Background: an optimization exercise with open tools, aiming at small area, a short achievable clock period and few clock cycles per item. Do not read the settings as production practice. Where RTL was checked, it was by simulation tests only, not by an equivalence proof against the original. For run 1, only the layout was checked, not whether the RTL still works. Power figures rest on the tool's default switching activity, not on a simulated workload.

**flow/flow/run.sh**
```bash
#!/bin/bash
# Layout flow: the standard ORFS flow (standard.sh, unchanged synthesis and
# steps), with plain sky130_fd_sc_hd__buf_1 cells as the input/output port
# buffers and timing repair aimed at a 4 ns cycle (setup margin 6 ns on the
# 10 ns clock). The make output goes to flow_make.log; each ORFS step keeps its
# own log under orfs/logs/.
set -euo pipefail
export BUFFER_PORTS_ARGS="-buffer_cell sky130_fd_sc_hd__buf_1"
bash standard.sh SETUP_SLACK_MARGIN=6 "${@:-finish}" > flow_make.log 2>&1
```
**flow/standard.sh**
```bash
#!/bin/bash
# synth_recipe.tcl (not shown) runs the flow's synth.tcl, then flattens the netlist and writes it again
# the make line also repeats each setting of config.mk as NAME=value (left out here)
make -C /OpenROAD-flow-scripts/flow DESIGN_CONFIG=/design/flow/config.mk WORK_HOME=/design/flow/orfs CLKGATE_MAP_FILE= SYNTH_SCRIPT=/design/flow/synth_recipe.tcl "${@:-finish}"
```
**flow/config.mk**
```make
export PLATFORM = sky130hd
export DESIGN_NAME = clkrate_engine
export DESIGN_NICKNAME = clkrate_engine
export VERILOG_FILES = /design/flow/design.v
export SDC_FILE = /design/flow/constraint.sdc
export NUM_CORES = 4
export LEC_CHECK = 0
export CAP_MARGIN = 20
export CORE_AREA = 5 5 335 335
export DIE_AREA = 0 0 340 340
export SETUP_SLACK_MARGIN = 5
export SLEW_MARGIN = 20
```
**flow/constraint.sdc**
```tcl
create_clock -name core_clock -period 10.0 [get_ports {clk}]
set_input_delay 2.0000 -clock core_clock [delete_from_list [all_inputs] [get_ports {clk}]]
set_output_delay 2.0000 -clock core_clock [all_outputs]
set_load 0.01 [all_outputs]
```
**flow/design.v**
```verilog
module clkrate_engine (
    input  wire        clk,
    input  wire        rst,
    input  wire        start,
    input  wire [31:0] tag,
    input  wire [1:0]  core,
    output wire        ready,
    output reg         done,
    output wire [63:0] rate,
    output reg  [1:0]  err,
    input  wire [63:0] osc_hz,
    input  wire [63:0] intosc_hz,
    input  wire [63:0] fpga_hz,
    input  wire [31:0] m_pllglob,
    input  wire [31:0] m_pllm,
    input  wire [31:0] m_pllc1,
    input  wire [31:0] m_pllc2,
    input  wire [31:0] m_pllc3,
    input  wire [31:0] p_pllglob,
    input  wire [31:0] p_pllm,
    input  wire [31:0] p_pllc1,
    input  wire [31:0] p_pllc2,
    input  wire [31:0] p_pllc3,
    input  wire [31:0] m_nocclk,
    input  wire [31:0] m_nocdiv,
    input  wire [31:0] ctrl,
    input  wire [31:0] core01ctr,
    input  wire [31:0] core23ctr,
    input  wire [31:0] core2ctr,
    input  wire [31:0] core3ctr,
    input  wire [31:0] p_emacctl,
    input  wire [31:0] emacactr,
    input  wire [31:0] emacbctr,
    input  wire [31:0] emacptpctr
);
    localparam integer R1 = 4;                   
    parameter integer R2 = 2;                    
    localparam integer N1  = 64 / R1;
    localparam integer N2  = 64 / R2;
    localparam integer K2S = ((42 + R2 - 1) / R2) * R2;   
    localparam [1:0] ERR_OK          = 2'd0;
    localparam [1:0] ERR_UNSUPPORTED = 2'd1;
    localparam [1:0] ERR_DIVZERO     = 2'd2;
    localparam [2:0] S_IDLE = 3'd0;
    localparam [2:0] S_L1   = 3'd1;
    localparam [2:0] S_L2   = 3'd2;
    localparam [2:0] S_P1   = 3'd3;
    localparam [2:0] S_P2   = 3'd4;
    reg  [2:0]  state;
    reg         sup_q;       
    reg  [3:0]  t;           
    reg  [1:0]  core_q;
    reg         pll_q;       
    reg         peri_q;      
    reg  [1:0]  osel_q;      
    reg         skip;        
    reg  [73:0] z;
    reg  [3:0]  aq;          
    reg  [5:0]  aq3;         
    reg  [9:0]  mq;          
    reg  [11:0] mq3;         
    reg  [2:0]  hi0;         
    reg  [3:0]  ra;          
    reg  [R1-1:0] dq;        
    reg  [10:0] c1, c2, c3;  
    reg  [10:0] r1, r2, r3;  
    reg  [R2-1:0] q1p, q2p;  
    reg  [5:0]  cnt;         
    reg         zr;          
    reg         zsrc_q;      
    reg         fault_q;     
    assign ready = (state == S_IDLE);
    assign rate  = zr ? 64'd0 : z[63:0];
    wire is_mpu  = (t == 4'd0);
    wire is_emac = (t == 4'd6) || (t == 4'd7) || (t == 4'd8);
    wire is_ptp  = (t == 4'd9);
    reg emac_sel;
    always @(*) begin
        case (t)
            4'd6:    emac_sel = p_emacctl[26];
            4'd7:    emac_sel = p_emacctl[27];
            default: emac_sel = p_emacctl[28];
        endcase
    end
    reg [31:0] gsel;
    always @(*) begin
        if (is_mpu)       gsel = core_q[1] ? core23ctr : core01ctr;
        else if (is_emac) gsel = emac_sel ? emacbctr : emacactr;
        else if (is_ptp)  gsel = emacptpctr;
        else              gsel = m_nocclk;
    end
    wire [2:0]  src  = gsel[18:16];
    wire        pll  = (src[2:1] == 2'b00);
    wire        peri = src[0];
    wire [31:0] pllglob = peri ? p_pllglob : m_pllglob;
    wire [1:0]  psrc    = pllglob[17:16];
    wire [3:0]  aref    = pllglob[11:8];
    wire [31:0] corex = core_q[0] ? core3ctr : core2ctr;
    wire [1:0] l4mp = m_nocdiv[17:16];
    wire [1:0] l4sp = m_nocdiv[19:18];
    reg  [2:0] shamt_d;
    always @(*) begin
        case (t)
            4'd2, 4'd10, 4'd12: shamt_d = {1'b0, l4mp};
            4'd3:               shamt_d = {1'b0, l4sp};
            4'd4:               shamt_d = ctrl[0] ? 3'd1 : 3'd2;
            4'd5, 4'd11:        shamt_d = {1'b0, l4mp} + 3'd2;
            default:            shamt_d = 3'd0;
        endcase
    end
    reg [4:0] pow2m1;                
    always @(*) begin
        case (shamt_d)
            3'd0:    pow2m1 = 5'h00;
            3'd1:    pow2m1 = 5'h01;
            3'd2:    pow2m1 = 5'h03;
            3'd3:    pow2m1 = 5'h07;
            3'd4:    pow2m1 = 5'h0f;
            default: pow2m1 = 5'h1f;
        endcase
    end
    wire [31:0] pllm = peri_q ? p_pllm : m_pllm;
    wire [31:0] pglob_q = peri_q ? p_pllglob : m_pllglob;
    reg  [31:0] pllc;
    always @(*) begin
        if (is_mpu)                  pllc = peri_q ? p_pllc1 : m_pllc1;
        else if (is_emac || is_ptp)  pllc = peri_q ? p_pllc2 : m_pllc2;
        else                         pllc = peri_q ? p_pllc3 : m_pllc3;
    end
    reg [63:0] f;
    always @(*) begin
        case (osel_q)
            2'd0:    f = osc_hz;
            2'd1:    f = intosc_hz;
            default: f = fpga_hz;
        endcase
    end
    wire f_hi0 = (osel_q == 2'd0) ? hi0[0] : (osel_q == 2'd1) ? hi0[1] : hi0[2];
    function [5:0] astep;            
        input [3:0] r;
        input [1:0] b;
        input [3:0] a;
        input [5:0] a3;
        reg   [5:0] tr;
        reg   [6:0] d1, d2, d3;
        begin
            tr = {r, b};
            d1 = {1'b0, tr} - {3'b000, a};
            d2 = {1'b0, tr} - {2'b00, a, 1'b0};
            d3 = {1'b0, tr} - {1'b0, a3};
            if (!d3[6])      astep = {2'd3, d3[3:0]};
            else if (!d2[6]) astep = {2'd2, d2[3:0]};
            else if (!d1[6]) astep = {2'd1, d1[3:0]};
            else             astep = {2'd0, tr[3:0]};
        end
    endfunction
    wire [5:0] as1  = astep(ra, z[73:72], aq, aq3);
    wire [5:0] as2  = astep(as1[3:0], z[71:70], aq, aq3);
    wire [3:0] qd   = {as1[5:4], as2[5:4]};
    wire [3:0] ra_n = as2[3:0];
    function [11:0] mmul;            
        input [1:0]  d;
        input [9:0]  m;
        input [11:0] m3;
        case (d)
            2'd0:    mmul = 12'd0;
            2'd1:    mmul = {2'b00, m};
            2'd2:    mmul = {1'b0, m, 1'b0};
            default: mmul = m3;
        endcase
    endfunction
    wire [11:0] pa  = mmul(dq[3:2], mq, mq3);
    wire [11:0] pb  = mmul(dq[1:0], mq, mq3);
    wire [16:0] plo = {1'b0, z[11:0], 4'd0} + {3'd0, pa, 2'd0} + {5'd0, pb};
    wire [57:0] zhi = z[69:12];
    reg  [57:0] phi;
    integer k;
    always @(*) begin
        for (k = 0; k < 58; k = k + 1)
            phi[k] = zhi[k] ^ (plo[16] & (&(zhi | ~((58'd1 << k) - 58'd1))));
    end
    wire [73:0] z_p1 = {phi, plo[15:0]};
    function [11:0] dstep;           
        input [10:0] r;
        input        b;
        input [10:0] c;
        reg   [11:0] tr;
        begin
            tr = {r, b};
            if (tr > {1'b0, c}) dstep = {1'b1, tr[10:0] - c - 11'd1};
            else                dstep = {1'b0, tr[10:0]};
        end
    endfunction
    reg [R2-1:0] q1n, q2n, q3n;
    reg [10:0]   r1_n, r2_n, r3_n;
    reg [11:0]   s1, s2, s3;
    integer j;
    always @(*) begin
        r1_n = r1; r2_n = r2; r3_n = r3;
        for (j = 0; j < R2; j = j + 1) begin
            s1 = dstep(r1_n, skip ? z[K2S-1-j] : z[63-j], c1);
            s2 = dstep(r2_n, q1p[R2-1-j], c2);
            s3 = dstep(r3_n, q2p[R2-1-j], c3);
            r1_n = s1[10:0]; r2_n = s2[10:0]; r3_n = s3[10:0];
            q1n[R2-1-j] = s1[11];
            q2n[R2-1-j] = s2[11];
            q3n[R2-1-j] = s3[11];
        end
    end
    wire early1 = !sup_q;                        
    wire early2 = zsrc_q || fault_q;             
    wire last   = (cnt == 6'd0);
    always @(posedge clk) begin
        if (rst) begin
            state <= S_IDLE;
            done  <= 1'b0;
        end else begin
            done <= 1'b0;
            case (state)
                S_IDLE: if (start) state <= S_L1;
                S_L1: begin
                    if (early1) begin
                        done  <= 1'b1;
                        state <= S_IDLE;
                    end else begin
                        state <= S_L2;
                    end
                end
                S_L2: begin
                    if (early2) begin
                        done  <= 1'b1;
                        state <= S_IDLE;
                    end else begin
                        state <= pll_q ? S_P1 : S_P2;
                    end
                end
                S_P1: if (last) state <= S_P2;
                default: begin
                    if (last) begin
                        done  <= 1'b1;
                        state <= S_IDLE;
                    end
                end
            endcase
        end
    end
    always @(posedge clk) begin
        if (state == S_IDLE) begin
            sup_q  <= (tag <= 32'd12);
            t      <= tag[3:0];
            core_q <= core;
        end
        pll_q   <= pll;
        peri_q  <= peri;
        osel_q  <= pll ? psrc : (src[1:0] ^ 2'b10);      
        c2      <= (is_mpu || is_emac || is_ptp) ? gsel[10:0] : 11'd0;
        c3      <= (is_mpu && core_q[1]) ? corex[10:0] : {6'd0, pow2m1};
        zsrc_q  <= pll ? (psrc == 2'd3) : (src > 3'd4);
        fault_q <= pll && (psrc != 2'd3) && (aref == 4'd0);
        aq      <= pglob_q[11:8];
        aq3     <= {2'b00, pglob_q[11:8]} + {1'b0, pglob_q[11:8], 1'b0};
        mq      <= pllm[9:0];
        mq3     <= {2'b00, mq} + {1'b0, mq, 1'b0};
        hi0     <= {fpga_hz[63:32] == 32'd0, intosc_hz[63:32] == 32'd0, osc_hz[63:32] == 32'd0};
        c1      <= pll_q ? pllc[10:0] : 11'd0;
        skip    <= pll_q && f_hi0;
        zr      <= !sup_q || zsrc_q || fault_q;
        err     <= !sup_q ? ERR_UNSUPPORTED : fault_q ? ERR_DIVZERO : ERR_OK;
        ra  <= (state == S_P1) ? ra_n : 4'd0;
        dq  <= (state == S_P1) ? qd : {R1{1'b0}};
        r1  <= (state == S_P2) ? r1_n : 11'd0;
        r2  <= (state == S_P2) ? r2_n : 11'd0;
        r3  <= (state == S_P2) ? r3_n : 11'd0;
        q1p <= (state == S_P2) ? q1n : {R2{1'b0}};
        q2p <= (state == S_P2) ? q2n : {R2{1'b0}};
        case (state)
            S_L2: begin
                if (pll_q) begin
                    z   <= f_hi0 ? {f[31:0], 42'd0} : {f, 10'd0};
                    cnt <= f_hi0 ? N1/2 : N1;
                end else begin
                    z   <= f_hi0 ? {10'd0, f[31:0], 32'd0} : {10'd0, f};
                    cnt <= f_hi0 ? N2/2 + 1 : N2 + 1;
                end
            end
            S_P1: begin
                z   <= z_p1;
                cnt <= last ? (skip ? K2S / R2 + 1 : N2 + 1) : cnt - 6'd1;
            end
            default: begin
                z[63:0] <= {z[63-R2:K2S] & {(64-R2-K2S){~skip}}, z[K2S-1:0], q3n};
                cnt     <= cnt - 6'd1;
            end
        endcase
    end
endmodule
```
==> out/metrics.csv, run 1 <==
metric,value,unit
status,no timing/DRC/antenna violations,
slew_headroom,23.5,%
syn_area_per_cell,8.00,um2
routed_wirelength,86800,um
final_cell_count_no_fill,4288,
path_clk_slew,0.06,ns
fin_worst_skew,0.0335,ns
grt_pass1_wl,124000,um
grt_max_degree,107,
r2r_slack,6.13,ns
synth_largest_area_cell,dfxtp_1,
antenna_found_initial,18,
power,6930,uW
clock-sinks,213,
setup_viol_count_final,0,
start_util,17.4,%
die_y,340,um
die_width,340,um
cts_tree,built,
cts-root-buf,clkbuf_16,
crit_required,10.48,ns
dr_total_vias,20000,
grt_pass1_vias,19600,
nNetsFinal,3906,
rsz0062_at_grt,true,
path_max_fanout,14,
first_pass_iters,6,
area_delta_synth_final,30.0,%
final.period_utilization,39.2,%
clkLatencyLatePin,0.61,ns
crit_top_cell,a21oi_1,
synthTopCellsByArea,"dfxtp_1, mux2i_1, ha_1",
portBuffers,497,
reg2reg_to,r3[2]$_SDFF_PP0_,
synth-seq-area-share,23.5,%
netlist_instances,2359,
cap_violations,0,
worst_pin_slew,1.15,ns
yosysUniqueCellTypes,80,
endpoint_kind,flop,
dp_cells,4163,
r2r_cells,18,
p_leak,0.00917,uW
synth_edf_count,17,
max_freq,0.255,GHz
netlist.area_leader.share,20.8,%
crit_family,compound AO/OA/AOI/OAI gates,
wl_per_cell,20.2,um
cp.arrival,4.40,ns
finalMaxSlewViolations,0,
dp_hpwl,69200,um
power.density,282,nW/um2
path_buf_inv,2,
yosys_warnings,1,
path_cells,buf_1 > mux2_2 > mux2i_2 > buf_4 > mux2i_1 > nand2_1 > a21oi_1 > a21oi_1 > mux2i_1 > a21oi_1,
ant_nets,0,
cts_hold_buffers,0,
setup_tns,0,ns
path_class,in -> reg,
min_from,mq[0]$_DFF_P_,
dieArea,116000,um2
ios,969,
grt_overflow,0,
finalCriticalPeriod,3.92,ns
syn_nets,3418,
min_to,mq3[0]$_DFF_P_,
grt_util_all_layers,13.9,%
cts_buffers,28,
drive_gt1_share,12.6,%
cp_slowest_cell,a21oi_1,
via_per_inst,4.65,
final_util,22.6,%
synthFlopType,dfxtp_1,
row_count,121,
coreArea,109000,um2
ir_worst_vdd,0.162,mV
startpoint_type,input port,
async_flop_share,0,%
worst_path_largest_cell_delay,0.89,ns
drt_first_iter_violations,1519,
netlist_area,18900,um2
whs_path_depth,0,
hold_viol,0,
htreeDepth,1,
timing.rr.start,c3[3]$_DFF_P_,
finalWeightedCongestion,0.993,
hp-class,reg -> reg,
ys_seq_elements,213,
drcViolationCount,0,
clockBufferDepth,3,
==> sequential cells by signal, indices dropped and copies added (netlist names), 3 cells and up <==
signal  flops
ra          4
hi0         3
mq3        12
state       3
aq3         6
c1         11
c3         11
r2         11
z          74
r1         11
t           4
dq          4
mq         10
cnt         6
aq          3
r3         11
c2         11
==> timing repair <==
item                                   CTS  global route
gates cloned                             2             2
endpoints found under the hold margin    0             0
resized for setup                       54           131
pin swaps                               10            47
setup endpoints to repair              113            56
buffers inserted                        24            40
==> cell usage in the layout (no fill, tap or decap), types with 31 or more instances in the layout <==
| cell | instances |
|---|---|
| nand3_1 | 41 |
| buf_4 | 77 |
| nor3_1 | 42 |
| nand2_1 | 181 |
| dfxtp_1 | 178 |
| ha_1 | 110 |
| o21ai_0 | 141 |
| inv_1 | 119 |
| mux2_2 | 54 |
| nor2b_1 | 89 |
| mux2i_1 | 165 |
| nor2_1 | 199 |
| xnor2_1 | 95 |
| buf_1 | 497 |
| a21oi_1 | 156 |
| a21o_1 | 31 |
| nor4_1 | 66 |
==> Yosys cell counts, types with 47 or more instances <==
| cell | instances |
|---|---|
| a21oi_1 | 171 |
| clkbuf_1 | 109 |
| dfxtp_1 | 196 |
| ha_1 | 135 |
| inv_1 | 126 |
| mux2_2 | 58 |
| mux2i_1 | 169 |
| nand2_1 | 185 |
| nor2_1 | 202 |
| nor2b_1 | 93 |
| nor3_1 | 47 |
| nor4_1 | 68 |
| o21ai_0 | 157 |
| xnor2_1 | 95 |
==> power by group <==
group / internal [uW] / switching (uW) / total, uW / leakage [uW]
Clock: 585 / 462 / 1050 / 0.000451
Combinational: 2060 / 2370 / 4430 / 0.00693
Sequential: 1100 / 346 / 1450 / 0.00179
==> layout make-up <==
cell class,instances,area [um2]
antenna,5,12.5
timing repair buffer,590,2690
inverter,129,490
clock buffer,34,743
tap,1414,1770
sequential,213,4480
multi-input combinational,1885,14200
clock inverter,18,175
fill,12000,84000
==> metrics by stage <==
stage,area [um2],setup WS [ns],hold WS [ns]
after floorplan,18900,6.06,0.385
after global placement,22200,4.87,0.425
after detailed placement,22200,4.81,0.424
after CTS,23600,5.99,0.434
after global routing,24500,5.90,0.455
final,24500,6.08,0.432
==> cells by family (layout without fill, tap and decap cells) <==
| kind of cell | Yosys count | count (layout) | share of synthesized area [%] |
|---|---|---|---|
| buffers and inverters | 262 | 771 | 5.35 |
| AO/OA/AOI/OAI | 602 | 603 | 20.1 |
| adder cells (fa/ha/maj) | 158 | 158 | 11.4 |
| multiplexers | 239 | 239 | 13.8 |
| XOR/XNOR | 124 | 124 | 5.75 |
| other | 0 | 5 | 0 |
| flip-flops | 213 | 213 | 23.5 |
| AND/OR/NAND/NOR | 761 | 761 | 20.1 |
==> worst max-delay path by stage <==
stage	start	end	slack, ns	depth (start not counted)
floorplan	dq[0]$_SDFF_PN0_	z[64]$_DFFE_PN_	6.06	17
global placement	dq[2]$_SDFF_PN0_	z[30]$_DFF_P_	4.87	15
detailed placement	dq[2]$_SDFF_PN0_	z[30]$_DFF_P_	4.81	15
CTS	c1[9]$_SDFF_PN0_	r1[9]$_SDFF_PP0_	5.99	18
global route	c3[3]$_DFF_P_	r3[1]$_SDFF_PP0_	5.90	19
finish	p_emacctl[27]	osel_q[1]$_DFF_P_	6.08	10
==> metal layers <==
metal	global-route usage, %	part of all wire [%]	vias to the layer above
met1	16.9	41	9358
li1	-	-	9552
met3	2.71	6.8	167
met4	4.67	4.0	6
met2	24.5	48	871
met5	0	0.050	-
==> run 2: changes to the inputs <==
--- a/flow/design.v
+++ b/flow/design.v
@@ -199,5 +199,5 @@
         r1_n = r1; r2_n = r2; r3_n = r3;
         for (j = 0; j < R2; j = j + 1) begin
-            s1 = dstep(r1_n, skip ? z[K2S-1-j] : z[63-j], c1);
+            s1 = dstep(r1_n, !pll_q ? z[73-j] : skip ? z[K2S-1-j] : z[63-j], c1);
             s2 = dstep(r2_n, q1p[R2-1-j], c2);
             s3 = dstep(r3_n, q2p[R2-1-j], c3);
@@ -276,11 +276,7 @@
         case (state)
             S_L2: begin
-                if (pll_q) begin
-                    z   <= f_hi0 ? {f[31:0], 42'd0} : {f, 10'd0};
-                    cnt <= f_hi0 ? N1/2 : N1;
-                end else begin
-                    z   <= f_hi0 ? {10'd0, f[31:0], 32'd0} : {10'd0, f};
-                    cnt <= f_hi0 ? N2/2 + 1 : N2 + 1;
-                end
+                z <= f_hi0 ? {f[31:0], 42'd0} : {f, 10'd0};
+                if (pll_q) cnt <= f_hi0 ? N1/2 : N1;
+                else       cnt <= f_hi0 ? N2/2 + 1 : N2 + 1;
             end
             S_P1: begin
@@ -289,5 +285,5 @@
             end
             default: begin
-                z[63:0] <= {z[63-R2:K2S] & {(64-R2-K2S){~skip}}, z[K2S-1:0], q3n};
+                z <= {z[73-R2:K2S] & {(74-R2-K2S){~skip}}, z[K2S-1:0], q3n};
                 cnt     <= cnt - 6'd1;
             end
==> out/metrics.csv, run 2 <==
metric,value,unit,change
status,no timing/DRC/antenna violations,,
coreArea,109000,um2,unchanged
cts_hold_buffers,0,,unchanged
finalMaxSlewViolations,0,,unchanged
hold_viol,0,,unchanged
netlist_area,18000,um2,-4.9%
drt_first_iter_violations,1148,,-24%
die_y,340,um,unchanged
nNetsFinal,3738,,-4.3%
largest_reg_flops,74,,unchanged
cts-root-buf,clkbuf_16,,
startpoint_type,flop,,
grt_pass1_vias,18100,,-7.8%
mostFrequentLayoutCell,buf_1,,
ir_worst_vdd,0.137,mV,-15%
power.density,228,nW/um2,-19%
antenna_found_initial,11,,-7
cts_tree,built,,
cap_violations,0,,unchanged
path_max_fanout,6,,-8
worst_path_largest_cell_delay,0.36,ns,-0.53 ns
crit_required,10.46,ns,-0.02 ns
top_register,z,,
register_area,4370,um2,-2.5%
portBuffers,497,,unchanged
fillers,12100,,+0.39%
whs,0.426,ns,-0.00540 ns
synth_edf_count,7,,-10
fin_worst_skew,0.0423,ns,+0.00885 ns
drive_gt1_share,10.4,%,-2.2 points
synthTopCellsByArea,"dfxtp_1, ha_1, mux2i_1",,
synth_compound_area_share,20.2,%,+0.16 points
cp_slowest_cell,dfxtp_4,,
yosysUniqueCellTypes,78,,-2.5%
setup_viol_count_final,0,,unchanged
row_count,121,,unchanged
p_clk_share,18.1,%,+3.0 points
routed_wirelength,78200,um,-9.9%
first_pass_iters,5,,-1
area_delta_synth_final,28.4,%,
yosys_warnings,1,,unchanged
grt_pass1_wl,113000,um,-8.3%
synth_largest_area_cell,dfxtp_1,,
dr_total_vias,18400,,-7.9%
hp-class,reg -> reg,,
synth_top_family_by_area,compound AO/OA/AOI/OAI gates,,
die_width,340,um,unchanged
cp.arrival,4.53,ns,+0.13 ns
cts_buffers,25,,-11%
slew_headroom,27.4,%,+3.9 points
drcViolationCount,0,,unchanged
synthFlopType,dfxtp_1,,
rsz0062_at_grt,true,,
path_buf_inv,3,,+1
grt_overflow,0,,unchanged
p_leak,0.00874,uW,-4.7%
path_cells,mux2i_4 > a21oi_4 > buf_12 > ha_4 > nand4b_1 > nor4_1 > a21oi_1 > o21ai_2 > buf_6 > mux2i_4 > inv_1 > ha_4 > nor2b_1 > o211ai_1 > a21oi_2 > o21ai_1 > a21oi_2 > a211o_4 > nor2b_2 > a32o_1,,
synth_common_cells,"dfxtp_1, nor2_1, nand2_1, o21ai_0, mux2i_1",,
htreeDepth,1,,unchanged
sw_frac_of_total,43.3,%,-2.6 points
synthAdderAreaFrac,12.0,%,+0.58 points
endpoint_kind,flop,,
ios,969,,unchanged
worst_pin_slew,1.08,ns,-0.0698 ns
largestRegisters,"z: 74 flops, mq3: 12 flops",,
grt_util_all_layers,12.7,%,-1.2 points
synth-seq-area-share,24.1,%,+0.65 points
multi_input_area,13200,um2,-7.1%
dieArea,116000,um2,unchanged
final_util,21.2,%,-1.4 points
clockBufferDepth,3,,unchanged
clock-sinks,213,,unchanged
switching_power,2280,uW,-28%
layout_common_cells,"buf_1, dfxtp_1, nor2_1, nand2_1, o21ai_0",,
ant_nets,0,,unchanged
start_util,16.5,%,-0.85 points
synth-simple-area-share,18.6,%,-1.6 points
grt_max_degree,73,,-32%
netlist.area_leader.share,23.0,%,+2.2 points
path_class,reg -> reg,,
final.period_utilization,40.7,%,+1.6 points
max_freq,0.245,GHz,-3.9%
crit_family,compound AO/OA/AOI/OAI gates,,
syn_nets,3270,,-4.3%
seq_power_share,26.7,%,+5.8 points
synth.area.mux_share,13.2,%,-0.60 points
ys_seq_elements,213,,unchanged
syn_area_per_cell,8.12,um2,+1.5%
finalCriticalPeriod,4.07,ns,+0.158 ns
clkLatencyLatePin,0.60,ns,about the same
wl_per_cell,19.0,um,-6.3%
synthXorXnorAreaFrac,6.44,%,+0.69 points
p_int,2980,uW,-20%
finalWeightedCongestion,0.904,,-8.9%
path_clk_slew,0.06,ns,about the same
dp_hpwl,63800,um,-7.7%
netlist_instances,2211,,-6.3%
async_flop_share,0,%,unchanged
combPwrFrac,55.2,%,-8.8 points
post-synth-top-count-cell,dfxtp_1,,
via_per_inst,4.46,,-4.3%
setup_tns,0,ns,unchanged
## run 2: timing repair
| action | CTS | global route |
|---|---|---|
| resized for setup | 70 | 71 |
| pin swaps | 13 | 31 |
| setup endpoints to repair | 115 | 65 |
| buffers inserted | 26 | 10 |
| gates cloned | 2 | 0 |
## run 2: worst paths after layout
kind / from / end / slack [ns] / depth (start not counted)
max: skip$_DFF_P_ / r1[10]$_SDFF_PP0_ / 5.93 / 20
min reg2reg: mq[0]$_DFF_P_ / mq3[0]$_DFF_P_ / 0.43 / 0
min: mq[0]$_DFF_P_ / mq3[0]$_DFF_P_ / 0.43 / 0
max reg2reg: skip$_DFF_P_ / r1[10]$_SDFF_PP0_ / 5.93 / 20
## run 2: metrics by stage
step	std cells	power (uW)	cell area, um2	setup WS, ns
after detailed placement	4028	3870	21300	4.93
after global placement	4028	3840	21300	4.96
final	4124	5260	23100	5.93
after CTS	4102	5100	22700	5.88
after floorplan	2211	3150	18000	6.03
after global routing	4112	5650	23000	5.74
## run 2: cell families (layout without fill, tap and decap cells)
logic type,after synthesis,count (layout)
xor+xnor,132,132
mux,215,215
fa+ha+maj,158,158
buf+inv,252,738
other cells,0,12
flops,213,213
simple gates,675,675
compound gates,566,567
## run 2: power groups by stage
stage          logic, uW  registers, uW  clock network, uW
5_1_grt             3200           1430               1020
4_1_cts             2710           1390                991
3_3_place_gp        2430           1410                  0
3_5_place_dp        2470           1400                  0
2_1_floorplan       1900           1250                  0
6_report            2900           1400                953
## run 2: final cells by class
class	instances	area share (%)
timing repair buffer	558	10.4
inverter	134	2.18
antenna	12	0.130
clock buffer	34	3.08
sequential	213	19.0
clock inverter	12	0.483
multi-input combinational	1747	57.1
tap	1414	7.67
## run 2: per-layer routing
metal  up-vias  track usage, %  routed length [um]
met5         -               0                   0
met4         0            3.19                2260
met3       100            2.27                5840
met2       695            20.8               35100
met1      8619            17.2               35000
li1       8960               -                   -
Testbench counts of run 2, summed over its fixed seeds: cycles 59,914, items 2,400.
==> run 3: changes to the inputs <==
==> flow/flow/run.sh (replaced) <==
#!/bin/bash
# Layout flow: the standard ORFS flow (standard.sh, unchanged synthesis and
# steps), with plain sky130_fd_sc_hd__buf_1 cells as the input/output port
# buffers and timing repair aimed at a 3.6 ns cycle (setup margin 6.4 ns on the
# 10 ns clock). The make output goes to flow_make.log; each ORFS step keeps its
# own log under orfs/logs/.
set -euo pipefail
export BUFFER_PORTS_ARGS="-buffer_cell sky130_fd_sc_hd__buf_1"
bash standard.sh SETUP_SLACK_MARGIN=6.4 "${@:-finish}" > flow_make.log 2>&1
==> out/metrics.csv, run 3 <==
metric,value,unit,change
synth-simple-area-share,18.6,%,unchanged
r2r_cells,18,,-10%
synthXorXnorAreaFrac,6.44,%,unchanged
timing.rr.start,skip$_DFF_P_,,
rsz0062_at_grt,true,,
grt_pass1_vias,18600,,+2.8%
min_from,mq[0]$_DFF_P_,,
power.density,225,nW/um2,-1.1%
netlist.area_leader.share,23.0,%,unchanged
final.period_utilization,40.8,%,+0.072 points
drt_first_iter_violations,1309,,+14%
routed_wirelength,81100,um,+3.7%
endpoint_kind,flop,,
reg2reg_to,r1[7]$_SDFF_PP0_,,
dp_hpwl,62600,um,-1.9%
row_count,121,,unchanged
dieArea,116000,um2,unchanged
cts_hold_buffers,0,,unchanged
ios,969,,unchanged
die_y,340,um,unchanged
p_leak,0.00977,uW,+12%
synth_edf_count,7,,unchanged
min_to,mq3[0]$_DFF_P_,,
syn_nets,3270,,unchanged
synth_largest_area_cell,dfxtp_1,,
worst_path_largest_cell_delay,0.36,ns,about the same
hp-class,reg -> reg,,
synth-seq-area-share,24.1,%,unchanged
mostFrequentLayoutCell,buf_1,,
via_per_inst,4.55,,+2.2%
finalCriticalPeriod,4.08,ns,+0.00719 ns
top_register,z,,
cp_slowest_cell,dfxtp_4,,
area_delta_synth_final,42.8,%,
max_freq,0.245,GHz,-0.18%
hold_viol,0,,unchanged
synth_compound_area_share,20.2,%,unchanged
grt_pass1_wl,114000,um,+0.58%
antenna_found_initial,19,,+8
path_buf_inv,3,,unchanged
slew_headroom,34.6,%,+7.2 points
portBuffers,497,,unchanged
path_max_fanout,8,,+2
finalMaxSlewViolations,0,,unchanged
grt_max_degree,104,,+42%
start_util,16.5,%,unchanged
coreArea,109000,um2,unchanged
fin_worst_skew,0.0495,ns,+0.00712 ns
post-synth-top-count-cell,dfxtp_1,,
nNetsFinal,3852,,+3.0%
syn_area_per_cell,8.12,um2,unchanged
yosys_warnings,1,,unchanged
yosysUniqueCellTypes,78,,unchanged
first_pass_iters,5,,unchanged
ant_nets,0,,unchanged
r2r_slack,5.92,ns,about the same
async_flop_share,0,%,unchanged
path_cells,mux2i_4 > a21oi_4 > buf_12 > ha_4 > nand4b_1 > nor4_2 > a21oi_2 > o21ai_4 > buf_6 > mux2_4 > ha_4 > nand4_1 > o32ai_2 > a21oi_2 > a211o_4 > buf_12 > mux2i_2 > nor2_1,,
startpoint_type,flop,,
finalWeightedCongestion,0.928,,+2.6%
path_class,reg -> reg,,
grt_overflow,0,,unchanged
whs,0.439,ns,+0.0122 ns
crit_family,compound AO/OA/AOI/OAI gates,,
synth_common_cells,"dfxtp_1, nor2_1, nand2_1, o21ai_0, mux2i_1",,
synthAdderAreaFrac,12.0,%,unchanged
setup_tns,0,ns,unchanged
worst_slack,5.92,ns,-0.00719 ns
setup_viol_count_final,0,,unchanged
largest_reg_flops,74,,unchanged
cp.arrival,4.52,ns,about the same
die_width,340,um,unchanged
drcViolationCount,0,,unchanged
wl_per_cell,19.1,um,+0.96%
synth.area.mux_share,13.2,%,unchanged
worst_pin_slew,0.981,ns,-0.0972 ns
clockBufferDepth,3,,unchanged
place_ws,4.90,ns,-0.0297 ns
netlist_instances,2211,,unchanged
layout_common_cells,"buf_1, dfxtp_1, nor2_1, nand2_1, mux2i_1",,
netlist_area,18000,um2,unchanged
synthTopCellsByArea,"dfxtp_1, ha_1, mux2i_1",,
clock-sinks,213,,unchanged
grt_util_all_layers,12.7,%,+0.059 points
crit_required,10.43,ns,-0.03 ns
cap_violations,0,,unchanged
status,no timing/DRC/antenna violations,,
whs_path_depth,0,,unchanged
drive_gt1_share,21.8,%,+11 points
ys_seq_elements,213,,unchanged
ir_worst_vdd,0.116,mV,-16%
cts_buffers,28,,+12%
final_util,23.6,%,+2.4 points
synthFlopType,dfxtp_1,,
dr_total_vias,19300,,+4.9%
synth_top_family_by_area,compound AO/OA/AOI/OAI gates,,
path_clk_slew,0.06,ns,about the same
cts-root-buf,clkbuf_16,,
clkLatencyLatePin,0.60,ns,about the same
largestRegisters,"z: 74 flops, mq3: 12 flops",,
htreeDepth,1,,unchanged
cts_tree,built,,
[run 3: cell counts after synthesis]
Identical to the previous run, type by type.
[run 3: report_power, final]
group          total (uW)  switching, uW  leakage (uW)  internal [uW]
combinational        3350           1690       0.00754           1660
sequential           1430            352       0.00179           1080
clock                 996            436      0.000436            561
total                5780           2480       0.00977           3300
[run 3: area by class of cell]
type,instances,area (um2)
diodes,7,17.5
clock buffers,40,796
clock inverters,11,108
fillers,11700,82900
inverters,134,515
multi-input cells,1751,14500
flip-flops and latches,213,4410
well taps,1414,1770
repair buffers,665,3510
[run 3: metal layers]
metal  vias to the layer above  global-route usage (%)  wire length, um
met5                         -                       0               13
met1                      9099                    16.7            34400
met2                       855                    21.1            37100
met4                         2                    3.99             2970
met3                       135                    2.41             6580
li1                       9191                       -                -
[run 3: logic make-up (layout without fill, tap and decap cells)]
kind of cell / count (synthesis) / count (layout)
AND/OR/NAND/NOR: 675 / 676
AO/OA/AOI/OAI: 566 / 570
buffers and inverters: 252 / 850
multiplexers: 215 / 215
flip-flops: 213 / 213
adder cells (fa/ha/maj): 158 / 158
XOR/XNOR: 132 / 132
other: 0 / 7
[run 3: repair_timing]
item / 4_1_cts / 5_1_grt
setup buffers: 69 / 71
endpoints found under the hold margin: 0 / 0
resized for setup: 223 / 282
setup endpoints to repair: 177 / 148
pin swaps: 44 / 123
gates cloned: 7 / 5
[run 3: how the worst max path moves through the flow]
stage / start / to / slack, ns / depth (start not counted)
floorplan: dq[2]$_SDFF_PN0_ / z[14]$_DFF_P_ / 6.40 / 15
global placement: p_emacctl[27] / osel_q[0]$_DFF_P_ / 4.92 / 10
detailed placement: p_emacctl[27] / osel_q[0]$_DFF_P_ / 4.90 / 10
CTS: skip$_DFF_P_ / r1[5]$_SDFF_PP0_ / 5.99 / 18
global route: skip$_DFF_P_ / r1[6]$_SDFF_PP0_ / 5.75 / 21
finish: skip$_DFF_P_ / r1[7]$_SDFF_PP0_ / 5.92 / 18
[run 3: worst register-to-register path, cell delays in order (launching register included)]
cell and delay [ns]:
dfxtp_4 0.36, mux2i_4 0.27, a21oi_4 0.09, buf_12 0.14, ha_4 0.27, nand4b_1 0.12, nor4_2 0.35, a21oi_2 0.12
o21ai_4 0.11, buf_6 0.14, mux2_4 0.32, ha_4 0.29, nand4_1 0.20, o32ai_2 0.35, a21oi_2 0.07, a211o_4 0.34
buf_12 0.16, mux2i_2 0.16, nor2_1 0.06
[run 3: per-stage QoR]
step	total power [uW]	area [um2]	instances
after floorplan	3180	18100	2211
after detailed placement	3880	21400	4025
after global routing	6160	25600	4229
after CTS	5370	23900	4152
after global placement	3850	21400	4025
final	5780	25600	4235
==> run 4: changes to the inputs <==
--- a/flow/config.mk
+++ b/flow/config.mk
@@ -6,4 +6,5 @@
 export NUM_CORES = 4
 export LEC_CHECK = 0
+export ABC_AREA = 1
 export CAP_MARGIN = 20
 export CORE_AREA = 5 5 335 335
==> out/metrics.csv, run 4 <==
metric,value,unit,change
status,no timing/DRC/antenna violations,,
path_max_fanout,8,,unchanged
synth-seq-area-share,23.3,%,-0.79 points
layout_common_cells,"nand2_1, buf_1, inv_1, nor2_1, nand3_1",,
largest_reg_flops,74,,unchanged
syn_nets,3853,,+18%
row_count,121,,unchanged
crit_required,8.00,ns,-2.43 ns
synth_common_cells,"nand2_1, inv_1, nor2_1, nand3_1, dfxtp_1",,
cts_hold_buffers,0,,unchanged
htreeDepth,1,,unchanged
finalCriticalPeriod,3.70,ns,-0.381 ns
ys_seq_elements,213,,unchanged
crit_family,buffers and inverters,,
yosys_warnings,1,,unchanged
setup_tns,0,ns,unchanged
slew_headroom,25.8,%,-8.8 points
dr_total_vias,21600,,+12%
drt_first_iter_violations,1614,,+23%
dp_hpwl,79700,um,+27%
clockBufferDepth,3,,unchanged
worst_pin_slew,1.11,ns,+0.128 ns
cts_tree,built,,
grt_util_all_layers,15.8,%,+3.1 points
hold_viol,0,,unchanged
ir_worst_vdd,0.203,mV,+75%
netlist.area_leader.share,22.2,%,-0.75 points
timing.rr.start,c1[3]$_SDFF_PN0_,,
worst_path_largest_cell_delay,0.42,ns,+0.06 ns
postLayoutCellArea,25000,um2,-2.4%
final.period_utilization,37.0,%,-3.8 points
grt_pass1_vias,20000,,+7.3%
cp_slowest_cell,dfxtp_4,,
dieArea,116000,um2,unchanged
p_leak,0.0107,uW,+10%
cp.arrival,1.70,ns,-2.82 ns
cap_violations,0,,unchanged
coreArea,109000,um2,unchanged
register_area,4360,um2,-1.1%
dp_cells,4636,,+15%
drive_gt1_share,14.7,%,-7.1 points
finalWeightedCongestion,0.921,,-0.74%
wl_per_cell,20.8,um,+8.6%
path_class,reg -> out,,
crit_path_start,zr$_DFF_P_,,
largestRegisters,"z: 74 flops, mq3: 12 flops",,
die_width,340,um,unchanged
post-synth-top-count-cell,nand2_1,,
routed_wirelength,98900,um,+22%
nNetsFinal,4374,,+14%
endpoint_kind,primary output,,
min_from,mq[0]$_DFF_P_,,
syn_area_per_cell,6.64,um2,-18%
power.density,371,nW/um2,+65%
grt_overflow,0,,unchanged
die_y,340,um,unchanged
cts-root-buf,clkbuf_16,,
grt_max_degree,69,,-34%
netlist_instances,2794,,+26%
synth_edf_count,7,,unchanged
path_clk_slew,0.06,ns,about the same
ant_nets,0,,unchanged
clock-sinks,213,,unchanged
first_pass_iters,5,,unchanged
antenna_found_initial,44,,+25
synthTopCellsByArea,"dfxtp_1, nand2_1, ha_1",,
rsz0062_at_grt,true,,
clkLatencyLatePin,0.63,ns,+0.03 ns
place_area,22000,um2,+2.8%
worst_slack,6.30,ns,+0.381 ns
netlist_area,18600,um2,+3.4%
via_per_inst,4.54,,-0.21%
start_util,17.1,%,+0.56 points
fin_worst_skew,0.0209,ns,-0.0286 ns
top_register,z,,
setup_viol_count_final,0,,unchanged
finalMaxSlewViolations,0,,unchanged
cts_buffers,29,,+3.6%
max_freq,0.270,GHz,+10%
hp-class,reg -> reg,,
area_delta_synth_final,34.8,%,
synthFlopType,dfxtp_1,,
grt_pass1_wl,136000,um,+19%
multi_input_area,13400,um2,-7.8%
ios,969,,unchanged
async_flop_share,0,%,unchanged
portBuffers,508,,+2.2%
final_cell_count_no_fill,4757,,+12%
yosysUniqueCellTypes,68,,-13%
place_ws,4.93,ns,+0.0310 ns
path_buf_inv,3,,unchanged
startpoint_type,flop,,
synth_largest_area_cell,dfxtp_1,,
drcViolationCount,0,,unchanged
fillers,12100,,+3.1%
path_cells,buf_4 > buf_12 > nor2_4 > buf_2,,
mostFrequentLayoutCell,nand2_1,,
[run 4: path summary, 6_finish.rpt]
check | to | cells after the start | slack [ns]
min reg2reg | mq3[0]$_DFF_P_ | 0 | 0.38
max reg2reg | r1[1]$_SDFF_PP0_ | 24 | 6.45
max | rate[45] | 4 | 6.30
min | mq3[0]$_DFF_P_ | 0 | 0.38
[run 4: repair_timing]
action                                 CTS  global route
endpoints found under the hold margin    0             0
setup endpoints to repair              163           157
buffers inserted                        23            26
gates cloned                             4             9
pin swaps                               14            62
gates resized for setup                120           316
[run 4: cell type report]
cell class,instances,area share [%]
multi-input cells,2091,53.5
flip-flops and latches,213,17.4
repair buffers,586,11.9
well taps,1414,7.07
inverters,394,6.05
clock buffers,36,3.21
clock inverters,17,0.820
diodes,6,0.0600
[run 4: report_power, final]
part,switching (uW),total [uW],internal (uW)
Combinational,4170,6750,2580
Sequential,264,1410,1150
Clock,477,1130,653
Total,4910,9290,4380
[run 4: per-layer routing]
metal / global-route usage (%) / vias to the layer above / share of wire (%) / routed length (um)
li1: - / 10500 / - / -
met1: 23.7 / 10100 / 48 / 47500
met2: 22.3 / 868 / 39 / 38900
met3: 4.82 / 120 / 10 / 9920
met4: 2.80 / 38 / 2.4 / 2360
met5: 0 / - / 0.23 / 226
[run 4: kinds of logic (layout without fill, tap and decap cells)]
family / count (synthesis) / after routing / share of synthesized area, %
AOI/OAI and AO/OA: 578 / 578 / 18.9
DFF: 213 / 213 / 23.3
buffers and inverters: 495 / 1033 / 10.4
xor gates and xnor gates: 74 / 74 / 3.49
and+or+nand+nor: 1232 / 1237 / 29.7
other: 0 / 6 / 0
muxes: 44 / 44 / 2.59
adders and majority gates: 158 / 158 / 11.6
[run 4: worst register-to-register path: cells and delay by family (launching register included)]
kind                     cells  cell delay, ns
AO/OA/AOI/OAI                6            0.76
AND/OR/NAND/NOR             10            1.15
adder cells (fa/ha/maj)      2            0.55
buffers and inverters        6            0.67
flip-flops                   1            0.30
[run 4: through the flow]
| step | util, % | hold WS, ns | power [uW] |
|---|---|---|---|
| finish | 23.0 | 0.380 | 9290 |
| global route | 23.0 | 0.394 | 10100 |
| CTS | 21.8 | 0.380 | 8470 |
| detailed placement | 20.3 | 0.372 | 6850 |
| global placement | 20.3 | 0.370 | 6810 |
| floorplan | - | 0.355 | 5320 |
==> run 5: changes to the inputs <==
--- a/flow/design.v
+++ b/flow/design.v
@@ -63,13 +63,14 @@
     reg  [3:0]  ra;          
     reg  [R1-1:0] dq;        
-    reg  [10:0] c1, c2, c3;  
-    reg  [10:0] r1, r2, r3;  
-    reg  [R2-1:0] q1p, q2p;  
+    reg  [10:0] c1, c2;      
+    reg         rtop;        
+    reg         pass2;       
+    reg  [10:0] r1, r2;      
+    reg  [R2-1:0] q1p;       
     reg  [5:0]  cnt;         
-    reg         zr;          
     reg         zsrc_q;      
     reg         fault_q;     
     assign ready = (state == S_IDLE);
-    assign rate  = zr ? 64'd0 : z[63:0];
+    assign rate  = z[63:0];
     wire is_mpu  = (t == 4'd0);
     wire is_emac = (t == 4'd6) || (t == 4'd7) || (t == 4'd8);
@@ -192,18 +193,16 @@
         end
     endfunction
-    reg [R2-1:0] q1n, q2n, q3n;
-    reg [10:0]   r1_n, r2_n, r3_n;
-    reg [11:0]   s1, s2, s3;
+    reg [R2-1:0] q1n, q2n;
+    reg [10:0]   r1_n, r2_n;
+    reg [11:0]   s1, s2;
     integer j;
     always @(*) begin
-        r1_n = r1; r2_n = r2; r3_n = r3;
+        r1_n = r1; r2_n = r2;
         for (j = 0; j < R2; j = j + 1) begin
-            s1 = dstep(r1_n, !pll_q ? z[73-j] : skip ? z[K2S-1-j] : z[63-j], c1);
+            s1 = dstep(r1_n, rtop ? z[73-j] : skip ? z[K2S-1-j] : z[63-j], c1);
             s2 = dstep(r2_n, q1p[R2-1-j], c2);
-            s3 = dstep(r3_n, q2p[R2-1-j], c3);
-            r1_n = s1[10:0]; r2_n = s2[10:0]; r3_n = s3[10:0];
+            r1_n = s1[10:0]; r2_n = s2[10:0];
             q1n[R2-1-j] = s1[11];
             q2n[R2-1-j] = s2[11];
-            q3n[R2-1-j] = s3[11];
         end
     end
@@ -211,4 +210,8 @@
     wire early2 = zsrc_q || fault_q;             
     wire last   = (cnt == 6'd0);
+    wire need2  = is_mpu && core_q[1];
+    wire again  = last && need2 && !pass2;       
+    wire p2n    = (state == S_P2) && (pass2 || again);
+    wire cont2  = (state == S_P2) && !again;
     always @(posedge clk) begin
         if (rst) begin
@@ -237,5 +240,5 @@
                 S_P1: if (last) state <= S_P2;
                 default: begin
-                    if (last) begin
+                    if (last && !again) begin
                         done  <= 1'b1;
                         state <= S_IDLE;
@@ -254,6 +257,5 @@
         peri_q  <= peri;
         osel_q  <= pll ? psrc : (src[1:0] ^ 2'b10);      
-        c2      <= (is_mpu || is_emac || is_ptp) ? gsel[10:0] : 11'd0;
-        c3      <= (is_mpu && core_q[1]) ? corex[10:0] : {6'd0, pow2m1};
+        c2      <= p2n ? 11'd0 : (is_mpu || is_emac || is_ptp) ? gsel[10:0] : {6'd0, pow2m1};
         zsrc_q  <= pll ? (psrc == 2'd3) : (src > 3'd4);
         fault_q <= pll && (psrc != 2'd3) && (aref == 4'd0);
@@ -263,28 +265,28 @@
         mq3     <= {2'b00, mq} + {1'b0, mq, 1'b0};
         hi0     <= {fpga_hz[63:32] == 32'd0, intosc_hz[63:32] == 32'd0, osc_hz[63:32] == 32'd0};
-        c1      <= pll_q ? pllc[10:0] : 11'd0;
-        skip    <= pll_q && f_hi0;
-        zr      <= !sup_q || zsrc_q || fault_q;
+        c1      <= p2n ? corex[10:0] : pll_q ? pllc[10:0] : 11'd0;
+        rtop    <= !pll_q && !p2n;
+        skip    <= (pll_q || p2n) && f_hi0;
+        pass2   <= p2n;
         err     <= !sup_q ? ERR_UNSUPPORTED : fault_q ? ERR_DIVZERO : ERR_OK;
         ra  <= (state == S_P1) ? ra_n : 4'd0;
         dq  <= (state == S_P1) ? qd : {R1{1'b0}};
-        r1  <= (state == S_P2) ? r1_n : 11'd0;
-        r2  <= (state == S_P2) ? r2_n : 11'd0;
-        r3  <= (state == S_P2) ? r3_n : 11'd0;
-        q1p <= (state == S_P2) ? q1n : {R2{1'b0}};
-        q2p <= (state == S_P2) ? q2n : {R2{1'b0}};
+        r1  <= cont2 ? r1_n : 11'd0;
+        r2  <= cont2 ? r2_n : 11'd0;
+        q1p <= cont2 ? q1n : {R2{1'b0}};
         case (state)
+            S_L1: z <= 74'd0;                
             S_L2: begin
-                z <= f_hi0 ? {f[31:0], 42'd0} : {f, 10'd0};
+                z <= (f_hi0 ? {f[31:0], 42'd0} : {f, 10'd0}) & {74{~early2}};
                 if (pll_q) cnt <= f_hi0 ? N1/2 : N1;
-                else       cnt <= f_hi0 ? N2/2 + 1 : N2 + 1;
+                else       cnt <= f_hi0 ? N2/2 : N2;
             end
             S_P1: begin
                 z   <= z_p1;
-                cnt <= last ? (skip ? K2S / R2 + 1 : N2 + 1) : cnt - 6'd1;
+                cnt <= last ? (skip ? K2S / R2 : N2) : cnt - 6'd1;
             end
             default: begin
-                z <= {z[73-R2:K2S] & {(74-R2-K2S){~skip}}, z[K2S-1:0], q3n};
-                cnt     <= cnt - 6'd1;
+                z   <= {z[73-R2:K2S] & {(74-R2-K2S){~skip}}, z[K2S-1:0], q2n};
+                cnt <= again ? (f_hi0 ? K2S / R2 : N2) : cnt - 6'd1;
             end
         endcase
==> flow/flow/run.sh (replaced) <==
#!/bin/bash
# Layout flow: the standard ORFS flow (standard.sh, unchanged synthesis and
# steps), with plain sky130_fd_sc_hd__buf_1 cells as the input/output port
# buffers and timing repair aimed at a 3.3 ns cycle (setup margin 6.7 ns on the
# 10 ns clock). The make output goes to flow_make.log; each ORFS step keeps its
# own log under orfs/logs/.
set -euo pipefail
export BUFFER_PORTS_ARGS="-buffer_cell sky130_fd_sc_hd__buf_1"
bash standard.sh SETUP_SLACK_MARGIN=6.7 "${@:-finish}" > flow_make.log 2>&1
==> out/metrics.csv, run 5 <==
metric,value,unit,change
synthFlopType,dfxtp_1,,
m1WireLength,42800,um,-9.9%
setup_viol_count_final,0,,unchanged
yosysUniqueCellTypes,65,,-4.4%
grt_overflow,0,,unchanged
portBuffers,506,,-0.39%
min_to,mq3[0]$_DFF_P_,,
area_delta_synth_final,33.9,%,
critical_path_depth,23,,+19
path_cells,nor2_4 > o21bai_4 > nand2_2 > o21ai_4 > ha_4 > fa_2 > a21oi_2 > xor2_1 > o21ai_1 > ha_1 > nand2_1 > nand2_1 > a21oi_2 > o21ai_2 > nand2_1 > nand2_1 > nand2_1 > nand2_2 > o21ai_4 > nand2_4 > clkbuf_16 > nand3_1 > nand2_1,,
largestRegisters,"z: 74 flops, mq3: 12 flops",,
topRoutingLayerUsed,met5,,
hold_viol,0,,unchanged
register_area,4000,um2,-8.4%
p_leak,0.00914,uW,-15%
async_flop_share,0,%,unchanged
clockBufferDepth,2,,-1
max_freq,0.287,GHz,+6.3%
ys_seq_elements,190,,-11%
nNetsFinal,4045,,-7.5%
first_pass_iters,5,,unchanged
rsz0062_at_grt,true,,
synth_common_cells,"nand2_1, inv_1, nor2_1, nand3_1, dfxtp_1",,
hp-class,reg -> reg,,
clock-sinks,190,,-11%
wl_met3,7570,um,-24%
slew_headroom,23.1,%,-2.7 points
fillers,12300,,+1.4%
cp.arrival,3.86,ns,+2.16 ns
reg2reg_to,r1[4]$_SDFF_PN0_,,
largest_reg_flops,74,,unchanged
clkLatencyLatePin,0.52,ns,-0.11 ns
syn_nets,3561,,-7.6%
crit_required,10.38,ns,+2.38 ns
place_ws,5.31,ns,+0.382 ns
crit_family,adder cells,,
met2_length,37100,um,-4.5%
synth_largest_area_cell,dfxtp_1,,
crit_top_cell,nand2_1,,
r2r_slack,6.52,ns,+0.07 ns
path_buf_inv,1,,-2
timing.rr.start,skip$_DFF_P_,,
final.period_utilization,34.8,%,-2.2 points
syn_area_per_cell,6.64,um2,-0.11%
worst_slack,6.52,ns,+0.218 ns
die_width,340,um,unchanged
cp_slowest_cell,dfxtp_4,,
synth_edf_count,13,,+6
ir_worst_vdd,0.268,mV,+32%
layout_common_cells,"buf_1, nand2_1, inv_1, nor2_1, nand3_1",,
grt_pass1_vias,18700,,-6.6%
finalMaxSlewViolations,0,,unchanged
finalWeightedCongestion,0.933,,+1.4%
post-synth-top-count-cell,nand2_1,,
start_util,15.5,%,-1.6 points
ios,969,,unchanged
ant_nets,0,,unchanged
min_from,mq[0]$_DFF_P_,,
coreArea,109000,um2,unchanged
drcViolationCount,0,,unchanged
path_clk_slew,0.09,ns,+0.03 ns
multi_input_area,11900,um2,-11%
synthTopCellsByArea,"dfxtp_1, nand2_1, ha_1",,
finalCriticalPeriod,3.48,ns,-0.218 ns
grt_util_all_layers,14.6,%,-1.2 points
r2r_cells,23,,-4.2%
netlist.area_leader.share,21.1,%,-1.1 points
via_per_inst,4.41,,-2.9%
dieArea,116000,um2,unchanged
cts_tree,built,,
wl_per_cell,20.2,um,-3.0%
yosys_warnings,1,,unchanged
status,no timing/DRC/antenna violations,,
netlist_area,16800,um2,-9.6%
dp_hpwl,71900,um,-9.8%
fin_worst_skew,0.0344,ns,+0.0135 ns
path_class,reg -> reg,,
path_max_fanout,6,,-2
setup_tns,0,ns,unchanged
routed_wirelength,89700,um,-9.3%
worst_pin_slew,1.15,ns,+0.0439 ns
row_count,121,,unchanged
cts_buffers,17,,-41%
htreeDepth,4,,+3
drive_gt1_share,15.1,%,+0.42 points
mostFrequentLayoutCell,buf_1,,
synth-seq-area-share,23.4,%,+0.089 points
die_y,340,um,unchanged
cap_violations,0,,unchanged
grt_max_degree,74,,+7.2%
whs_path_depth,0,,unchanged
startpoint_type,flop,,
cts_hold_buffers,0,,unchanged
power.density,377,nW/um2,+1.6%
grt_pass1_wl,125000,um,-8.2%
worst_path_largest_cell_delay,0.42,ns,about the same
drt_first_iter_violations,1786,,+11%
cts-root-buf,clkbuf_16,,
netlist_instances,2529,,-9.5%
antenna_found_initial,26,,-41%
endpoint_kind,flop,,
dr_total_vias,19600,,-9.2%
top_register,z,,
-- run 5: worst register-to-register path, cell delays in order (launching register included) --
cell	delay (ns)
dfxtp_4	0.42
nor2_4	0.05
o21bai_4	0.17
nand2_2	0.08
o21ai_4	0.10
ha_4	0.19
fa_2	0.40
a21oi_2	0.18
xor2_1	0.21
o21ai_1	0.11
ha_1	0.33
nand2_1	0.09
nand2_1	0.08
a21oi_2	0.14
o21ai_2	0.07
nand2_1	0.06
nand2_1	0.04
nand2_1	0.07
nand2_2	0.07
o21ai_4	0.07
nand2_4	0.13
clkbuf_16	0.18
nand3_1	0.06
nand2_1	0.07
-- run 5: metal layers --
layer / up-vias / track usage, %
met5: - / 0
met3: 110 / 3.49
met1: 9097 / 21.1
met2: 923 / 21.6
li1: 9501 / -
met4: 4 / 4.00
-- run 5: cell families after synthesis --
kind of cell / share of synthesized area, %
AO/OA/AOI/OAI: 18.8
XOR/XNOR: 2.97
adder cells (fa/ha/maj): 10.7
buffers and inverters: 12.3
flip-flops: 23.4
multiplexers: 1.98
AND/OR/NAND/NOR: 29.8
-- run 5: worst max-delay path by stage --
stage	start	to	slack [ns]
after global placement	p_emacctl[26]	osel_q[0]$_DFF_P_	5.28
after CTS	skip$_DFF_P_	r1[0]$_SDFF_PN0_	6.44
after detailed placement	p_emacctl[26]	osel_q[0]$_DFF_P_	5.31
after global routing	z[63]$_DFF_P_	r1[0]$_SDFF_PN0_	6.26
after floorplan	skip$_DFF_P_	r1[1]$_SDFF_PN0_	6.70
final	skip$_DFF_P_	r1[4]$_SDFF_PN0_	6.52
-- run 5: layout make-up --
| cell class | instances | area share [%] |
|---|---|---|
| Antenna cell | 9 | 0.100 |
| Timing Repair inverter | 1 | 0.0223 |
| Multi-Input combinational cell | 1877 | 53.0 |
| Tap cell | 1414 | 7.87 |
| Clock buffer | 17 | 1.89 |
| Timing Repair Buffer | 611 | 12.8 |
| Sequential cell | 190 | 17.8 |
| Clock inverter | 15 | 1.00 |
| Inverter | 315 | 5.51 |
-- run 5: where the power goes --
part	total, uW	internal, uW	leakage, uW	switching, uW
combinational	6290	2510	0.00723	3790
sequential	1410	1070	0.00160	334
clock	781	357	0.000313	424
total	8480	3940	0.00914	4540
-- run 5: repair_timing --
| action | in CTS | in global routing |
|---|---|---|
| buffers inserted | 39 | 44 |
| cloned | 7 | 2 |
| pin swaps | 50 | 87 |
| gates resized for setup | 151 | 210 |
| endpoints found under the setup margin | 109 | 100 |
-- run 5: through the flow --
stage | std cells | power [uW] | utilization, % | hold WS (ns) | instance area [um2]
floorplan | 2529 | 4700 | - | 0.355 | 16800
global placement | 4315 | 6060 | 18.2 | 0.400 | 19700
detailed placement | 4316 | 6100 | 18.2 | 0.397 | 19800
CTS | 4394 | 7540 | 19.7 | 0.401 | 21400
global route | 4443 | 9180 | 20.7 | 0.403 | 22500
finish | 4449 | 8480 | 20.7 | 0.413 | 22500
Testbench counts of run 5, summed over its fixed seeds: cycles 60,627, items 2,400.
==> run 6: changes to the inputs <==
==> flow/flow/run.sh (replaced) <==
#!/bin/bash
# Layout flow: the standard ORFS flow (standard.sh, unchanged synthesis and
# steps), with plain sky130_fd_sc_hd__buf_1 cells as the input/output port
# buffers and timing repair aimed at a 3.6 ns cycle (setup margin 6.4 ns on the
# 10 ns clock). The make output goes to flow_make.log; each ORFS step keeps its
# own log under orfs/logs/.
set -euo pipefail
export BUFFER_PORTS_ARGS="-buffer_cell sky130_fd_sc_hd__buf_1"
bash standard.sh SETUP_SLACK_MARGIN=6.4 "${@:-finish}" > flow_make.log 2>&1
--- a/flow/config.mk
+++ b/flow/config.mk
@@ -8,6 +8,6 @@
 export ABC_AREA = 1
 export CAP_MARGIN = 20
-export CORE_AREA = 5 5 335 335
-export DIE_AREA = 0 0 340 340
+export CORE_AREA = 5 5 555 115
+export DIE_AREA = 0 0 560 120
 export SETUP_SLACK_MARGIN = 5
 export SLEW_MARGIN = 20
==> out/metrics.csv, run 6 <==
metric,value,unit,change
hold_viol,0,,unchanged
largest_reg_flops,74,,unchanged
p_clk_share,11.0,%,+1.8 points
crit_family,simple AND/OR/NAND/NOR gates,,
combPwrFrac,70.4,%,-3.8 points
fin_worst_skew,0.0350,ns,+0.000606 ns
sw_frac_of_total,52.7,%,-0.84 points
switching_power,4060,uW,-11%
cts-root-buf,clkbuf_16,,
worst_path_largest_cell_delay,0.40,ns,-0.02 ns
place_ws,5.54,ns,+0.224 ns
layout_common_cells,"buf_1, nand2_1, inv_1, nor2_1, nand3_1",,
grt_util_all_layers,20.3,%,+5.7 points
dieArea,67200,um2,-42%
coreArea,59800,um2,-45%
synth_edf_count,13,,unchanged
portBuffers,506,,unchanged
crit_top_cell,nand2_1,,
r2r_slack,6.38,ns,-0.14 ns
netlist_instances,2529,,unchanged
grt_overflow,0,,unchanged
via_per_inst,5.10,,+16%
top_register,z,,
status,no timing/DRC/antenna violations,,
routed_wirelength,73500,um,-18%
ant_nets,0,,unchanged
start_util,28.1,%,+13 points
syn_area_per_cell,6.64,um2,unchanged
worst_slack,6.38,ns,-0.137 ns
synth-seq-area-share,23.4,%,unchanged
startpoint_type,flop,,
slew_headroom,31.9,%,+8.8 points
clockBufferDepth,3,,+1
first_pass_iters,6,,+1
ios,969,,unchanged
mostFrequentLayoutCell,buf_1,,
cts_buffers,25,,+8
path_max_fanout,7,,+1
final_util,34.5,%,+14 points
largestRegisters,"z: 74 flops, mq3: 12 flops",,
finalCriticalPeriod,3.62,ns,+0.137 ns
row_count,40,,-67%
nNetsFinal,3994,,-1.3%
ir_worst_vdd,0.211,mV,-21%
whs,0.414,ns,+0.00108 ns
drt_first_iter_violations,1931,,+8.1%
r2r_cells,26,,+13%
synthTopCellsByArea,"dfxtp_1, nand2_1, ha_1",,
min_from,mq[0]$_DFF_P_,,
cp.arrival,4.02,ns,+0.16 ns
synthFlopType,dfxtp_1,,
path_clk_slew,0.09,ns,about the same
path_class,reg -> reg,,
crit_required,10.40,ns,+0.02 ns
worst_pin_slew,1.02,ns,-0.133 ns
setup_tns,0,ns,unchanged
dr_total_vias,19300,,-1.6%
grt_max_degree,75,,+1.4%
cp_slowest_cell,dfxtp_4,,
p_leak,0.00877,uW,-4.1%
power.density,373,nW/um2,-1.2%
netlist.area_leader.share,21.1,%,unchanged
dp_hpwl,58700,um,-18%
yosysUniqueCellTypes,65,,unchanged
cts_tree,built,,
synth_largest_area_cell,dfxtp_1,,
drive_gt1_share,9.57,%,-5.6 points
die_y,120,um,-65%
wl_per_cell,19.4,um,-3.7%
min_to,mq3[0]$_DFF_P_,,
area_delta_synth_final,23.0,%,
die_width,560,um,+65%
drcViolationCount,0,,unchanged
fillers,6513,,-47%
finalMaxSlewViolations,0,,unchanged
synth_common_cells,"nand2_1, inv_1, nor2_1, nand3_1, dfxtp_1",,
post-synth-top-count-cell,nand2_1,,
max_freq,0.276,GHz,-3.8%
netlist_area,16800,um2,unchanged
htreeDepth,4,,unchanged
yosys_warnings,1,,unchanged
whs_path_depth,0,,unchanged
final.period_utilization,36.2,%,+1.4 points
seq_power_share,18.6,%,+2.0 points
antenna_found_initial,2,,-92%
grt_pass1_vias,17800,,-4.9%
grt_pass1_wl,107000,um,-14%
hp-class,reg -> reg,,
path_buf_inv,5,,+4
endpoint_kind,flop,,
p_int,3640,uW,-7.6%
clock-sinks,190,,unchanged
clkLatencyLatePin,0.52,ns,about the same
async_flop_share,0,%,unchanged
cap_violations,0,,unchanged
rsz0062_at_grt,true,,
setup_viol_count_final,0,,unchanged
timing.rr.start,z[41]$_DFF_P_,,
finalWeightedCongestion,0.980,,+5.0%
syn_nets,3561,,unchanged
ys_seq_elements,190,,unchanged
reg2reg_to,r1[2]$_SDFF_PN0_,,
run 6: changes by cell type in the layout (fill, tap and decap cells not counted), sizes merged:
cell      previous run  this run
nand2              531       532
inv                320       312
buf                607       551
diode                9         1
clkinv               7         5
bufbuf               0         2
nor2               244       243
clkinvlp             4         1
bufinv               0         2
clkbuf              21        27
run 6: worst max-delay path by stage:
stage / startpoint / end / slack, ns / depth (start not counted)
finish: z[41]$_DFF_P_ / r1[2]$_SDFF_PN0_ / 6.38 / 26
global route: c1[2]$_DFF_P_ / r1[1]$_SDFF_PN0_ / 6.12 / 27
CTS: skip$_DFF_P_ / r1[2]$_SDFF_PN0_ / 6.39 / 27
detailed placement: skip$_DFF_P_ / r1[2]$_SDFF_PN0_ / 5.54 / 20
global placement: skip$_DFF_P_ / r1[2]$_SDFF_PN0_ / 5.54 / 20
floorplan: skip$_DFF_P_ / r1[1]$_SDFF_PN0_ / 6.70 / 23
run 6: cell families after synthesis:
| kind of cell | count (synthesis) | share of synthesized area, % |
|---|---|---|
| flops | 190 | 23.4 |
| xor+xnor | 57 | 2.97 |
| buf+inv | 467 | 12.3 |
| mux | 32 | 1.98 |
| compound gates | 530 | 18.8 |
| simple gates | 1122 | 29.8 |
| fa+ha+maj | 131 | 10.7 |
run 6: per-layer routing:
metal	GRT usage (%)	part of all wire (%)	vias to the layer above
li1	-	-	9367
met1	29.0	45	9017
met2	30.8	43	810
met3	3.20	8.0	128
met4	7.49	3.7	2
met5	0	0.014	-
run 6: layout make-up:
class / instances / area, um2 / area share (%)
Multi-Input combinational cell: 1877 / 11400 / 55.0
Sequential cell: 190 / 3970 / 19.2
Timing Repair Buffer: 553 / 2370 / 11.5
Inverter: 315 / 1210 / 5.86
Tap cell: 819 / 1020 / 4.96
Clock buffer: 27 / 643 / 3.11
Clock inverter: 5 / 77.6 / 0.376
Antenna cell: 1 / 2.50 / 0.0121
run 6: worst register-to-register path, stage by stage, from the launching register on:
cell      delay [ns]
dfxtp_4         0.40
inv_2           0.08
o21bai_1        0.14
nand2_1         0.11
o21ai_4         0.14
inv_1           0.09
ha_2            0.20
nor2_1          0.12
o21ai_1         0.09
nand3_2         0.13
nand2_4         0.11
buf_12          0.15
o21ai_0         0.31
ha_1            0.34
nand2_2         0.09
inv_2           0.04
a21oi_1         0.11
o21ai_1         0.07
nand2_1         0.06
nand2_1         0.04
nand2_1         0.06
nand2_1         0.07
o21ai_2         0.09
nand2_4         0.15
buf_12          0.17
nand3_1         0.05
nand2_1         0.10
run 6: repair_timing:
action | in CTS | in global routing
hold buffers | 0 | 0
cloned | 5 | 2
pin swaps | 9 | 44
resized for setup | 52 | 120
buffers inserted | 15 | 20
endpoints found under the setup margin | 88 | 93
run 6: power groups by stage:
| stage | Clock (uW) | Combinational, uW | Sequential (uW) |
|---|---|---|---|
| after CTS | 854 | 4790 | 1410 |
| after global routing | 890 | 5970 | 1460 |
| after global placement | 0 | 4410 | 1420 |
| after floorplan | 0 | 3460 | 1240 |
| final | 848 | 5420 | 1430 |
| after detailed placement | 0 | 4420 | 1420 |
run 6: through the flow:
stage	area (um2)	total power [uW]	instances
after detailed placement	18900	5840	3712
after global routing	20600	8320	3786
after CTS	20000	7050	3764
final	20600	7700	3787
after global placement	18900	5830	3712
after floorplan	16800	4700	2529

-- port drivers added, routing unchanged --
Ports are ideal in the flow. The routed layouts listed here were re-timed in OpenROAD.
Step 1 sets driving cells, clkbuf_16 on the clock port and buf_2 on the other inputs (assumed; they add their load-dependent delay and slew).
Step 2 times the ports against the registers' clock, not the clock port: input delays grow and output delays shrink by t, the midpoint of the rising clock arrivals with the driver on.
Three values: no drivers, after step 1, after step 2; two values: the first two.
| run | shift t [ns] | setup slack, ns | clock arrival spread, ns | worst data-port slew with drivers (ns) |
|---|---|---|---|---|
| run 1 | 0.655 | 6.084 / 6.103 / 5.471 | 0.034 / 0.035 | 0.21 |
| run 2 | 0.643 | 5.927 / 5.927 / 5.647 | 0.042 / 0.043 | 0.25 |
| run 3 | 0.635 | 5.919 / 5.919 / 5.867 | 0.051 / 0.050 | 0.28 |
| run 4 | 0.673 | 6.301 / 6.240 / 5.868 | 0.024 / 0.025 | 0.18 |
| run 5 | 0.562 | 6.519 / 6.519 / 6.193 | 0.036 / 0.036 | 0.29 |
| run 6 | 0.540 | 6.382 / 6.382 / 6.077 | 0.036 / 0.036 | 0.14 |
After both steps every run listed still meets setup and hold. The setup slack of run 1, which loses most, moves by +0.019 ns with the drivers and by -0.613 ns with both steps.
